This is an optimization exercise on Yosys and OpenROAD, whose aim is a short achievable clock period and few clock cycles, not a production implementation.
At most, simulation tests tie the RTL to the original design; equivalence was not proved.
No activity file was given, so power comes from the tool's default toggle rates.

==> v18: inputs <==
==> flow/design.v (excerpt) <==
module frame_responder (
    input  wire        clk,
    input  wire        rst,           
    input  wire        start,         
    output wire        ready,
    output reg         done,          
    output reg         reply,         
    output reg  [15:0] rx_lat,        
    output wire [1:0]  sess_state,    
    output reg  [10:0] tx_addr,
    input  wire [7:0]  tx_rdata,
    output reg         stg_we,
    output reg  [10:0] stg_addr,
    output reg  [7:0]  stg_wdata,
    output reg         st_req,
    output reg  [1:0]  st_cmd,        
    output reg  [24:0] st_addr,
    output reg  [7:0]  st_wdata,
    output reg  [9:0]  st_name_len,
    input  wire        st_gnt,
    input  wire [7:0]  st_rdata,
    input  wire        st_ok
);
    localparam [15:0] LAT_ARP = 16'd276;
    localparam [1:0] SESS_NONE = 2'd0, SESS_RD = 2'd1, SESS_WR = 2'd2;
    localparam [1:0] CMD_OPEN_RD = 2'd0, CMD_OPEN_WR = 2'd1,
                     CMD_READ    = 2'd2, CMD_WRITE   = 2'd3;
    localparam [2:0] S_IDLE   = 3'd0,
                     S_CLASS  = 3'd1,    
                     S_NAME   = 3'd2,    
                     S_OPEN   = 3'd3,    
  ...
Settings: LEC_CHECK=0, ABC_CLOCK_PERIOD_IN_PS=2500, CAP_MARGIN=20, CORE_MARGIN=2, CORE_UTILIZATION=40, SETUP_SLACK_MARGIN=5, SLEW_MARGIN=20; clock period 7.0 ns.
run.sh (not shown) runs the stock make flow with config.mk's settings and CLKGATE_MAP_FILE= SYNTH_SCRIPT=/design/flow/synth_recipe.tcl, a recipe that flattens the netlist after the stock synthesis.
==> inputs of v15, as changes to v18 <==
--- a/flow/design.v
+++ b/flow/design.v
@@ -111,73 +111,78 @@
     reg        b_left;
     reg [9:0]  pay_left;        
     reg        pay_nz;
     reg [1:0]  k0, k1, k2;
     reg        p0, p1, p2;      
     reg [9:0]  s0, s1, s2;
+    reg        h0;              
     reg [9:0]  d1, d2;
     reg        uc1, uc2;
     reg [7:0]  cv1, cv2;
     reg [17:0] fq [0:7];
     reg [2:0]  fwp, frp;
     reg [3:0]  fcnt;
+    reg        f_empty, f_credit;
     reg [7:0]  sq [0:7];
     reg [2:0]  swp, srp;
     reg [3:0]  scnt;
+    reg        s_empty, s_credit;
     reg [9:0]  wleft;
     reg        wzero;
     reg        wr_mode;
     reg        rd_mode;
     reg        rd_idone;        
     reg        rd_fin;          
     reg [9:0]  krsp;
     reg [9:0]  kpop;
     reg [7:0]  rq [0:15];
     reg [3:0]  rwp, rrp;
     reg [4:0]  rcnt;
+    reg        r_empty, r_room;
     reg [9:0] dmap;
     reg       ucmap;
     reg [7:0] cvmap;
     always @(*) begin
         dmap  = s0;
         ucmap = 1'b0;
         cvmap = 8'h00;
-        if (s0[9:6] == 4'd0) begin
+        if (h0) begin
+            dmap[9:6] = 4'd0;
             if (op_arp) begin
                 case (s0[5:0])
                     6'd22: begin ucmap = 1'b1; cvmap = 8'h00; end
                     6'd23: begin ucmap = 1'b1; cvmap = 8'h02; end
                     6'd24, 6'd25, 6'd26, 6'd27, 6'd28, 6'd29,
                     6'd30, 6'd31, 6'd32, 6'd33:
-                        dmap = s0 + 10'd10;
+                        dmap[5:0] = s0[5:0] + 6'd10;
                     6'd34: begin dmap = 10'd24; ucmap = 1'b1; cvmap = 8'h00; end
                     6'd35: begin dmap = 10'd25; ucmap = 1'b1; cvmap = 8'h11; end
                     6'd36: begin dmap = 10'd26; ucmap = 1'b1; cvmap = 8'h22; end
                     6'd37: begin dmap = 10'd27; ucmap = 1'b1; cvmap = 8'h33; end
                     6'd38: begin dmap = 10'd28; ucmap = 1'b1; cvmap = 8'h44; end
                     6'd39: begin dmap = 10'd29; ucmap = 1'b1; cvmap = 8'h55; end
                     6'd40, 6'd41, 6'd42, 6'd43:
-                        dmap = s0 - 10'd10;
+                        dmap[5:0] = s0[5:0] - 6'd10;
                     default: ;
                 endcase
             end else begin
                 case (s0[5:0])
                     6'd0:  begin ucmap = 1'b1; cvmap = frame_len[7:0]; end
                     6'd1:  begin ucmap = 1'b1; cvmap = frame_len[15:8]; end
                     6'd2, 6'd3, 6'd4, 6'd5, 6'd6, 6'd7:
-                        dmap = s0 + 10'd6;
+                        dmap[5:0] = s0[5:0] + 6'd6;
                     6'd8, 6'd9, 6'd10, 6'd11, 6'd12, 6'd13:
-                        dmap = s0 - 10'd6;
+                        dmap[5:0] = s0[5:0] - 6'd6;
                     6'd18: begin ucmap = 1'b1; cvmap = ip_len[15:8]; end
                     6'd19: begin ucmap = 1'b1; cvmap = ip_len[7:0]; end
                     6'd28, 6'd29, 6'd30, 6'd31:
-                        dmap = s0 + 10'd4;
+                        dmap[5:0] = s0[5:0] + 6'd4;
                     6'd32, 6'd33, 6'd34, 6'd35:
-                        dmap = s0 - 10'd4;
+                        dmap[5:0] = s0[5:0] - 6'd4;
                     6'd36, 6'd37:
-                        dmap = s0 + 10'd2;
+                        dmap[5:0] = s0[5:0] + 6'd2;
                     6'd38: begin dmap = 10'd36; ucmap = 1'b1; cvmap = 8'h4A; end
                     6'd39: begin dmap = 10'd37; ucmap = 1'b1; cvmap = 8'h4D; end
                     6'd40: begin ucmap = 1'b1; cvmap = udp_len_r[15:8]; end
                     6'd41: begin ucmap = 1'b1; cvmap = udp_len_r[7:0]; end
                     6'd44: begin ucmap = 1'b1; cvmap = 8'h00; end
                     6'd45: begin ucmap = 1'b1; cvmap = (op_rrq || op_ack) ? 8'd3 : 8'd4; end
@@ -213,31 +218,34 @@
                        (tftp_op4 && sess != SESS_RD)));
     wire nb_zero   = (tx_q == 8'h00);
     wire nb_dot    = (tx_q == 8'h2E);
     wire nb_bad    = (tx_q == 8'h2F) || (tx_q == 8'h5C) || (prev_dot && nb_dot);
     wire name_ret  = (k2 == K_NAME) && !nfound &&
                      (state == S_CLASS || state == S_NAME);
-    wire       credit   = (fcnt < 4'd5);
-    wire       scredit  = (scnt < 4'd5);
+    wire       credit   = f_credit;
+    wire       scredit  = s_credit;
     wire       iss_b    = str_on && credit && b_left && (!pay_nz || scredit);
     wire       iss_h    = str_on && credit && !iss_b && h_left;
     wire       acc      = st_req && st_gnt;
     wire       rd_resp  = rd_mode && rv_q && !rd_fin;
     wire       rd_data  = rd_resp && rok_q;
-    wire       rq_pop   = commit && rd_mode && (rcnt != 5'd0);
-    wire       rq_byp   = commit && rd_mode && (rcnt == 5'd0) && rd_data;
+    wire       rq_pop   = commit && rd_mode && !r_empty;
+    wire       rq_byp   = commit && rd_mode && r_empty && rd_data;
     wire       rq_push  = rd_data && !rq_byp;
     wire       fpush    = (k2 == K_STR);
-    wire       fpop     = commit && (fcnt != 4'd0) && !rq_pop && !rq_byp;
+    wire       fpop     = commit && !f_empty && !rq_pop && !rq_byp;
     wire       spush    = p2;
     wire       sfree    = !st_req || acc;
-    wire       spop     = wr_mode && sfree && (scnt != 4'd0);
+    wire       spop     = wr_mode && sfree && !s_empty;
     wire       stream_idle = !h_left && !b_left && (k0 != K_STR) &&
-                             (k1 != K_STR) && (k2 != K_STR) && (fcnt == 4'd0);
+                             (k1 != K_STR) && (k2 != K_STR) && f_empty;
     wire       wr_idle  = !wr_mode || wzero;
-    wire       rd_idle  = !rd_mode || (rd_fin && rcnt == 5'd0);
+    wire       rd_idle  = !rd_mode || (rd_fin && r_empty);
+    wire [3:0] fcnt_n   = fcnt + {3'b0, fpush} - {3'b0, fpop};
+    wire [3:0] scnt_n   = scnt + {3'b0, spush} - {3'b0, spop};
+    wire [4:0] rcnt_n   = rcnt + {4'b0, rq_push} - {4'b0, rq_pop};
     wire       run_end  = (state == S_RUN) && stream_idle && wr_idle && rd_idle;
     always @(posedge clk) begin
         tx_q   <= tx_rdata;
         rdat_q <= st_rdata;
         rok_q  <= st_ok;
         if (fpush)
@@ -274,76 +282,31 @@
             tx_addr  <= {5'd0, cseq(m, 4'd0)};
             s0       <= {4'd0, cseq(m, 4'd0)};
         end
     endtask
     always @(posedge clk) begin
         if (rst) begin
+            state       <= S_IDLE;
+            ready_r     <= 1'b1;
             sess        <= SESS_NONE;
             done        <= 1'b0;
-            reply       <= 1'b0;
-            rx_lat      <= 16'd0;
             stg_we      <= 1'b0;
-            stg_addr    <= 11'd0;
-            stg_wdata   <= 8'd0;
-            st_cmd      <= 2'd0;
-            st_addr     <= 25'd0;
-            st_wdata    <= 8'd0;
-            st_name_len <= 10'd0;
-            rsp_v       <= 1'b0;
-            rv_q        <= 1'b0;
-            dec_drop    <= 1'b0;
-            dec_arp     <= 1'b0;
-            dec_name    <= 1'b0;
-            dec_data    <= 1'b0;
-            dec_ack     <= 1'b0;
-            sess_new    <= SESS_NONE;
-            state       <= S_IDLE;
-            ready_r     <= 1'b1;
+            st_req      <= 1'b0;
             str_on      <= 1'b0;
             commit      <= 1'b0;
             wr_mode     <= 1'b0;
             rd_mode     <= 1'b0;
-            st_req      <= 1'b0;
             k0          <= K_CLASS;
-            k1          <= K_NONE;
-            k2          <= K_NONE;
-            p0          <= 1'b0;
-            p1          <= 1'b0;
-            p2          <= 1'b0;
             tx_addr     <= 11'd14;
             s0          <= 10'd14;
-            ci          <= 4'd1;
-            arp_iss     <= 2'd0;
-            g_et <= 1'b0; g_ip <= 1'b0; g_blk <= 1'b0;
-            g_ulen <= 1'b0; g_arp <= 1'b0;
-            nis         <= 10'd48;
-            nis_end     <= 1'b0;
-            nfound      <= 1'b0;
-            name_bad    <= 1'b0;
-            prev_dot    <= 1'b0;
-            h           <= 6'd0;
-            haddr       <= 6'd2;
-            h_left      <= 1'b1;
-            b           <= 10'd48;
-            b_left      <= 1'b1;
-            pay_left    <= 10'd0;
-            pay_nz      <= 1'b0;
-            nrep        <= 10'd0;
-            rd_fin      <= 1'b0;
-            rd_idone    <= 1'b0;
-            krsp        <= 10'd0;
-            kpop        <= 10'd0;
-            wzero       <= 1'b1;
-            fwp <= 3'd0; frp <= 3'd0; fcnt <= 4'd0;
-            swp <= 3'd0; srp <= 3'd0; scnt <= 4'd0;
-            rwp <= 4'd0; rrp <= 4'd0; rcnt <= 5'd0;
         end else begin
             done   <= 1'b0;
             stg_we <= 1'b0;
             k0  <= K_NONE;
             p0  <= 1'b0;
+            h0  <= 1'b0;
             k1  <= k0;
             p1  <= p0;
             s1  <= s0;
             d1  <= dmap;
             uc1 <= ucmap;
             cv1 <= cvmap;
@@ -365,21 +328,24 @@
                     pay_nz   <= (pay_left != 10'd1);
                 end
             end else if (iss_h) begin
                 tx_addr <= {5'd0, haddr};
                 s0      <= {4'd0, haddr};
                 k0      <= K_STR;
+                h0      <= 1'b1;
                 haddr   <= hnext(haddr);
                 h       <= h + 6'd1;
                 h_left  <= (h != 6'd47);
             end
             if (fpush)
                 fwp <= fwp + 3'd1;
             if (fpop)
                 frp <= frp + 3'd1;
-            fcnt <= fcnt + {3'b0, fpush} - {3'b0, fpop};
+            fcnt     <= fcnt_n;
+            f_empty  <= (fcnt_n == 4'd0);
+            f_credit <= (fcnt_n < 4'd5);
             if (rq_byp) begin
                 stg_we    <= 1'b1;
                 stg_addr  <= 11'd48 + {1'b0, kpop};
                 stg_wdata <= rdat_q;
                 kpop      <= kpop + 10'd1;
             end else if (rq_pop) begin
@@ -393,40 +359,44 @@
                 stg_wdata <= fq[frp][7:0];
             end
             if (spush)
                 swp <= swp + 3'd1;
             if (spop)
                 srp <= srp + 3'd1;
-            scnt <= scnt + {3'b0, spush} - {3'b0, spop};
+            scnt     <= scnt_n;
+            s_empty  <= (scnt_n == 4'd0);
+            s_credit <= (scnt_n < 4'd5);
             if (wr_mode) begin
                 if (acc) begin
                     st_addr[8:0] <= st_addr[8:0] + 9'd1;
                     wleft        <= wleft - 10'd1;
                     wzero        <= (wleft == 10'd1);
                 end
                 if (sfree) begin
-                    st_req <= (scnt != 4'd0);
-                    if (scnt != 4'd0)
+                    st_req <= !s_empty;
+                    if (!s_empty)
                         st_wdata <= sq[srp];
                 end
             end
             rsp_v <= rd_mode && acc;
             rv_q  <= rsp_v;
             if (rq_push)
                 rwp <= rwp + 4'd1;
             if (rq_pop)
                 rrp <= rrp + 4'd1;
-            rcnt <= rcnt + {4'b0, rq_push} - {4'b0, rq_pop};
+            rcnt     <= rcnt_n;
+            r_empty  <= (rcnt_n == 5'd0);
+            r_room   <= (rcnt_n < 5'd12);
             if (rd_mode) begin
                 if (acc) begin
                     st_addr[8:0] <= st_addr[8:0] + 9'd1;
                     if (st_addr[8:0] == 9'd511)
                         rd_idone <= 1'b1;
                 end
                 st_req <= !rd_fin && !rd_idone &&
-                          !(acc && st_addr[8:0] == 9'd511) && (rcnt < 5'd12);
+                          !(acc && st_addr[8:0] == 9'd511) && r_room;
                 if (rd_resp) begin
                     if (rok_q) begin
                         krsp <= krsp + 10'd1;
                         if (krsp == 10'd511) begin
                             rd_fin   <= 1'b1;
                             sess_new <= SESS_RD;
@@ -487,15 +457,15 @@
                 nrep     <= (sess == SESS_RD) ? 10'd512 : 10'd0;
                 rd_fin   <= 1'b0;
                 rd_idone <= 1'b0;
                 krsp     <= 10'd0;
                 kpop     <= 10'd0;
                 wzero    <= 1'b1;
-                fwp <= 3'd0; frp <= 3'd0; fcnt <= 4'd0;
-                swp <= 3'd0; srp <= 3'd0; scnt <= 4'd0;
-                rwp <= 4'd0; rrp <= 4'd0; rcnt <= 5'd0;
+                fwp <= 3'd0; frp <= 3'd0; fcnt <= 4'd0; f_empty <= 1'b1; f_credit <= 1'b1;
+                swp <= 3'd0; srp <= 3'd0; scnt <= 4'd0; s_empty <= 1'b1; s_credit <= 1'b1;
+                rwp <= 4'd0; rrp <= 4'd0; rcnt <= 5'd0; r_empty <= 1'b1; r_room <= 1'b1;
                 if (start) begin
                     state   <= S_CLASS;
                     ready_r <= 1'b0;
                     k2      <= K_NONE;
                     ci      <= 4'd2;
                     tx_addr <= {5'd0, cseq(sess, 4'd1)};
@@ -574,12 +544,14 @@
                     commit   <= 1'b1;
                     b_left   <= 1'b1;
                     rx_lat   <= LAT_ARP;
                     rd_mode  <= 1'b0;
                     st_req   <= 1'b0;
                     rcnt     <= 5'd0;
+                    r_empty  <= 1'b1;
+                    r_room   <= 1'b1;
                     sess_new <= sess;
                 end else if (dec_name) begin
                     op_arp  <= 1'b0;
                     op_rrq  <= tftp_op1;
                     op_data <= 1'b0;
                     op_ack  <= 1'b0;
==> inputs of v25, as changes to v18 <==
--- a/flow/design.v
+++ b/flow/design.v
@@ -111,73 +111,78 @@
     reg        b_left;
     reg [9:0]  pay_left;        
     reg        pay_nz;
     reg [1:0]  k0, k1, k2;
     reg        p0, p1, p2;      
     reg [9:0]  s0, s1, s2;
+    reg        h0;              
     reg [9:0]  d1, d2;
     reg        uc1, uc2;
     reg [7:0]  cv1, cv2;
     reg [17:0] fq [0:7];
     reg [2:0]  fwp, frp;
     reg [3:0]  fcnt;
+    reg        f_empty, f_credit;
     reg [7:0]  sq [0:7];
     reg [2:0]  swp, srp;
     reg [3:0]  scnt;
+    reg        s_empty, s_credit;
     reg [9:0]  wleft;
     reg        wzero;
     reg        wr_mode;
     reg        rd_mode;
     reg        rd_idone;        
     reg        rd_fin;          
     reg [9:0]  krsp;
     reg [9:0]  kpop;
     reg [7:0]  rq [0:15];
     reg [3:0]  rwp, rrp;
     reg [4:0]  rcnt;
+    reg        r_empty, r_room;
     reg [9:0] dmap;
     reg       ucmap;
     reg [7:0] cvmap;
     always @(*) begin
         dmap  = s0;
         ucmap = 1'b0;
         cvmap = 8'h00;
-        if (s0[9:6] == 4'd0) begin
+        if (h0) begin
+            dmap[9:6] = 4'd0;
             if (op_arp) begin
                 case (s0[5:0])
                     6'd22: begin ucmap = 1'b1; cvmap = 8'h00; end
                     6'd23: begin ucmap = 1'b1; cvmap = 8'h02; end
                     6'd24, 6'd25, 6'd26, 6'd27, 6'd28, 6'd29,
                     6'd30, 6'd31, 6'd32, 6'd33:
-                        dmap = s0 + 10'd10;
+                        dmap[5:0] = s0[5:0] + 6'd10;
                     6'd34: begin dmap = 10'd24; ucmap = 1'b1; cvmap = 8'h00; end
                     6'd35: begin dmap = 10'd25; ucmap = 1'b1; cvmap = 8'h11; end
                     6'd36: begin dmap = 10'd26; ucmap = 1'b1; cvmap = 8'h22; end
                     6'd37: begin dmap = 10'd27; ucmap = 1'b1; cvmap = 8'h33; end
                     6'd38: begin dmap = 10'd28; ucmap = 1'b1; cvmap = 8'h44; end
                     6'd39: begin dmap = 10'd29; ucmap = 1'b1; cvmap = 8'h55; end
                     6'd40, 6'd41, 6'd42, 6'd43:
-                        dmap = s0 - 10'd10;
+                        dmap[5:0] = s0[5:0] - 6'd10;
                     default: ;
                 endcase
             end else begin
                 case (s0[5:0])
                     6'd0:  begin ucmap = 1'b1; cvmap = frame_len[7:0]; end
                     6'd1:  begin ucmap = 1'b1; cvmap = frame_len[15:8]; end
                     6'd2, 6'd3, 6'd4, 6'd5, 6'd6, 6'd7:
-                        dmap = s0 + 10'd6;
+                        dmap[5:0] = s0[5:0] + 6'd6;
                     6'd8, 6'd9, 6'd10, 6'd11, 6'd12, 6'd13:
-                        dmap = s0 - 10'd6;
+                        dmap[5:0] = s0[5:0] - 6'd6;
                     6'd18: begin ucmap = 1'b1; cvmap = ip_len[15:8]; end
                     6'd19: begin ucmap = 1'b1; cvmap = ip_len[7:0]; end
                     6'd28, 6'd29, 6'd30, 6'd31:
-                        dmap = s0 + 10'd4;
+                        dmap[5:0] = s0[5:0] + 6'd4;
                     6'd32, 6'd33, 6'd34, 6'd35:
-                        dmap = s0 - 10'd4;
+                        dmap[5:0] = s0[5:0] - 6'd4;
                     6'd36, 6'd37:
-                        dmap = s0 + 10'd2;
+                        dmap[5:0] = s0[5:0] + 6'd2;
                     6'd38: begin dmap = 10'd36; ucmap = 1'b1; cvmap = 8'h4A; end
                     6'd39: begin dmap = 10'd37; ucmap = 1'b1; cvmap = 8'h4D; end
                     6'd40: begin ucmap = 1'b1; cvmap = udp_len_r[15:8]; end
                     6'd41: begin ucmap = 1'b1; cvmap = udp_len_r[7:0]; end
                     6'd44: begin ucmap = 1'b1; cvmap = 8'h00; end
                     6'd45: begin ucmap = 1'b1; cvmap = (op_rrq || op_ack) ? 8'd3 : 8'd4; end
@@ -213,31 +218,34 @@
                        (tftp_op4 && sess != SESS_RD)));
     wire nb_zero   = (tx_q == 8'h00);
     wire nb_dot    = (tx_q == 8'h2E);
     wire nb_bad    = (tx_q == 8'h2F) || (tx_q == 8'h5C) || (prev_dot && nb_dot);
     wire name_ret  = (k2 == K_NAME) && !nfound &&
                      (state == S_CLASS || state == S_NAME);
-    wire       credit   = (fcnt < 4'd5);
-    wire       scredit  = (scnt < 4'd5);
+    wire       credit   = f_credit;
+    wire       scredit  = s_credit;
     wire       iss_b    = str_on && credit && b_left && (!pay_nz || scredit);
     wire       iss_h    = str_on && credit && !iss_b && h_left;
     wire       acc      = st_req && st_gnt;
     wire       rd_resp  = rd_mode && rv_q && !rd_fin;
     wire       rd_data  = rd_resp && rok_q;
-    wire       rq_pop   = commit && rd_mode && (rcnt != 5'd0);
-    wire       rq_byp   = commit && rd_mode && (rcnt == 5'd0) && rd_data;
+    wire       rq_pop   = commit && rd_mode && !r_empty;
+    wire       rq_byp   = commit && rd_mode && r_empty && rd_data;
     wire       rq_push  = rd_data && !rq_byp;
     wire       fpush    = (k2 == K_STR);
-    wire       fpop     = commit && (fcnt != 4'd0) && !rq_pop && !rq_byp;
+    wire       fpop     = commit && !f_empty && !rq_pop && !rq_byp;
     wire       spush    = p2;
     wire       sfree    = !st_req || acc;
-    wire       spop     = wr_mode && sfree && (scnt != 4'd0);
+    wire       spop     = wr_mode && sfree && !s_empty;
     wire       stream_idle = !h_left && !b_left && (k0 != K_STR) &&
-                             (k1 != K_STR) && (k2 != K_STR) && (fcnt == 4'd0);
+                             (k1 != K_STR) && (k2 != K_STR) && f_empty;
     wire       wr_idle  = !wr_mode || wzero;
-    wire       rd_idle  = !rd_mode || (rd_fin && rcnt == 5'd0);
+    wire       rd_idle  = !rd_mode || (rd_fin && r_empty);
+    wire [3:0] fcnt_n   = fcnt + {3'b0, fpush} - {3'b0, fpop};
+    wire [3:0] scnt_n   = scnt + {3'b0, spush} - {3'b0, spop};
+    wire [4:0] rcnt_n   = rcnt + {4'b0, rq_push} - {4'b0, rq_pop};
     wire       run_end  = (state == S_RUN) && stream_idle && wr_idle && rd_idle;
     always @(posedge clk) begin
         tx_q   <= tx_rdata;
         rdat_q <= st_rdata;
         rok_q  <= st_ok;
         if (fpush)
@@ -330,20 +338,21 @@
             nrep        <= 10'd0;
             rd_fin      <= 1'b0;
             rd_idone    <= 1'b0;
             krsp        <= 10'd0;
             kpop        <= 10'd0;
             wzero       <= 1'b1;
-            fwp <= 3'd0; frp <= 3'd0; fcnt <= 4'd0;
-            swp <= 3'd0; srp <= 3'd0; scnt <= 4'd0;
-            rwp <= 4'd0; rrp <= 4'd0; rcnt <= 5'd0;
+            fwp <= 3'd0; frp <= 3'd0; fcnt <= 4'd0; f_empty <= 1'b1; f_credit <= 1'b1;
+            swp <= 3'd0; srp <= 3'd0; scnt <= 4'd0; s_empty <= 1'b1; s_credit <= 1'b1;
+            rwp <= 4'd0; rrp <= 4'd0; rcnt <= 5'd0; r_empty <= 1'b1; r_room <= 1'b1;
         end else begin
             done   <= 1'b0;
             stg_we <= 1'b0;
             k0  <= K_NONE;
             p0  <= 1'b0;
+            h0  <= 1'b0;
             k1  <= k0;
             p1  <= p0;
             s1  <= s0;
             d1  <= dmap;
             uc1 <= ucmap;
             cv1 <= cvmap;
@@ -365,21 +374,24 @@
                     pay_nz   <= (pay_left != 10'd1);
                 end
             end else if (iss_h) begin
                 tx_addr <= {5'd0, haddr};
                 s0      <= {4'd0, haddr};
                 k0      <= K_STR;
+                h0      <= 1'b1;
                 haddr   <= hnext(haddr);
                 h       <= h + 6'd1;
                 h_left  <= (h != 6'd47);
             end
             if (fpush)
                 fwp <= fwp + 3'd1;
             if (fpop)
                 frp <= frp + 3'd1;
-            fcnt <= fcnt + {3'b0, fpush} - {3'b0, fpop};
+            fcnt     <= fcnt_n;
+            f_empty  <= (fcnt_n == 4'd0);
+            f_credit <= (fcnt_n < 4'd5);
             if (rq_byp) begin
                 stg_we    <= 1'b1;
                 stg_addr  <= 11'd48 + {1'b0, kpop};
                 stg_wdata <= rdat_q;
                 kpop      <= kpop + 10'd1;
             end else if (rq_pop) begin
@@ -393,40 +405,44 @@
                 stg_wdata <= fq[frp][7:0];
             end
             if (spush)
                 swp <= swp + 3'd1;
             if (spop)
                 srp <= srp + 3'd1;
-            scnt <= scnt + {3'b0, spush} - {3'b0, spop};
+            scnt     <= scnt_n;
+            s_empty  <= (scnt_n == 4'd0);
+            s_credit <= (scnt_n < 4'd5);
             if (wr_mode) begin
                 if (acc) begin
                     st_addr[8:0] <= st_addr[8:0] + 9'd1;
                     wleft        <= wleft - 10'd1;
                     wzero        <= (wleft == 10'd1);
                 end
                 if (sfree) begin
-                    st_req <= (scnt != 4'd0);
-                    if (scnt != 4'd0)
+                    st_req <= !s_empty;
+                    if (!s_empty)
                         st_wdata <= sq[srp];
                 end
             end
             rsp_v <= rd_mode && acc;
             rv_q  <= rsp_v;
             if (rq_push)
                 rwp <= rwp + 4'd1;
             if (rq_pop)
                 rrp <= rrp + 4'd1;
-            rcnt <= rcnt + {4'b0, rq_push} - {4'b0, rq_pop};
+            rcnt     <= rcnt_n;
+            r_empty  <= (rcnt_n == 5'd0);
+            r_room   <= (rcnt_n < 5'd12);
             if (rd_mode) begin
                 if (acc) begin
                     st_addr[8:0] <= st_addr[8:0] + 9'd1;
                     if (st_addr[8:0] == 9'd511)
                         rd_idone <= 1'b1;
                 end
                 st_req <= !rd_fin && !rd_idone &&
-                          !(acc && st_addr[8:0] == 9'd511) && (rcnt < 5'd12);
+                          !(acc && st_addr[8:0] == 9'd511) && r_room;
                 if (rd_resp) begin
                     if (rok_q) begin
                         krsp <= krsp + 10'd1;
                         if (krsp == 10'd511) begin
                             rd_fin   <= 1'b1;
                             sess_new <= SESS_RD;
@@ -487,15 +503,15 @@
                 nrep     <= (sess == SESS_RD) ? 10'd512 : 10'd0;
                 rd_fin   <= 1'b0;
                 rd_idone <= 1'b0;
                 krsp     <= 10'd0;
                 kpop     <= 10'd0;
                 wzero    <= 1'b1;
-                fwp <= 3'd0; frp <= 3'd0; fcnt <= 4'd0;
-                swp <= 3'd0; srp <= 3'd0; scnt <= 4'd0;
-                rwp <= 4'd0; rrp <= 4'd0; rcnt <= 5'd0;
+                fwp <= 3'd0; frp <= 3'd0; fcnt <= 4'd0; f_empty <= 1'b1; f_credit <= 1'b1;
+                swp <= 3'd0; srp <= 3'd0; scnt <= 4'd0; s_empty <= 1'b1; s_credit <= 1'b1;
+                rwp <= 4'd0; rrp <= 4'd0; rcnt <= 5'd0; r_empty <= 1'b1; r_room <= 1'b1;
                 if (start) begin
                     state   <= S_CLASS;
                     ready_r <= 1'b0;
                     k2      <= K_NONE;
                     ci      <= 4'd2;
                     tx_addr <= {5'd0, cseq(sess, 4'd1)};
@@ -574,12 +590,14 @@
                     commit   <= 1'b1;
                     b_left   <= 1'b1;
                     rx_lat   <= LAT_ARP;
                     rd_mode  <= 1'b0;
                     st_req   <= 1'b0;
                     rcnt     <= 5'd0;
+                    r_empty  <= 1'b1;
+                    r_room   <= 1'b1;
                     sess_new <= sess;
                 end else if (dec_name) begin
                     op_arp  <= 1'b0;
                     op_rrq  <= tftp_op1;
                     op_data <= 1'b0;
                     op_ack  <= 1'b0;
==> results.txt <==
item	v25	v18	v15
Result of the run	timing/DRC/antenna clean	timing/DRC/antenna clean	timing/DRC/antenna clean
Arrival time at the worst endpoint	1.23 ns	3.20 ns	1.40 ns
Post-layout instance count excluding filler cells	4687	4956	4715
Final Hold Slack	0.355 ns	0.358 ns	0.400 ns
Drt first pass iters	7	5	10
Post-placement cell count	4187	4365	4147
Fraction of standard cell area in multi-input logic	33.0%	33.6%	30.9%
Power density normalized to cell area	274 nW/um^2	291 nW/um^2	382 nW/um^2
HPWL reported at the end of detailed placement	68900 microns	66900 microns	67700 microns
Number of ordinary inverters in the final layout	88	94	85
Source of the critical timing path	sess[0]	s0[3]	rx_lat[3]
Share of power burned in the clock network	36.6%	33.3%	25.0%
Post-place setup slack	2.96 ns	2.99 ns	3.18 ns
Met1 Routed Length	45800 microns	46600 microns	45000 microns
Switch share	29.0%	31.7%	34.6%
Clock buffer count	134	123	136
Proportion of final cell area spent on non-clock buffers	10.8%	12.8%	10.9%
Final weighted congestion in routability-driven placement	0.906	0.919	0.902
Area taken by flip-flops and latches	22500 sq um	22300 sq um	24600 sq um
Seq cells	850	843	850
Testbench counts of v18, summed over its fixed seeds: cycles 284,714.
Testbench counts of v25, summed over its fixed seeds: cycles 284,714.
For v15, only the layout was checked, not whether the RTL still works.

[static timing again, ports no longer ideal]
The flow's constraints put no driver on any port. The routed layouts listed below were extracted and timed again, unchanged, in two steps.
Step 1, drivers: a clkbuf_16 drives clk and a buf_2 each remaining input, both assumed.
Step 2 times the ports against the registers' clock, not the clock port: input delays grow and output delays shrink by t, the midpoint of the rising clock arrivals with the driver on.
Slacks: ideal / step 1 / step 2; pairs: ideal / step 1.
run	shift t [ns]	setup slack, ns	worst hold slack (ns)	worst setup path after step 2	latest minus earliest clock arrival (ns)
v18	0.734	4.193 / 4.193 / 3.734	0.358 / 0.358 / 0.358	input to register	0.050 / 0.050
v15	0.722	4.204 / 4.137 / 3.535	0.400 / 0.400 / 0.400	input to register	0.025 / 0.025
v25	0.718	4.368 / 4.303 / 3.853	0.355 / 0.355 / 0.355	input to register	0.040 / 0.041
After both steps setup and hold are still met in every run listed. The setup slack of v15, which loses most, moves by -0.067 ns with the drivers and by -0.669 ns with both steps.
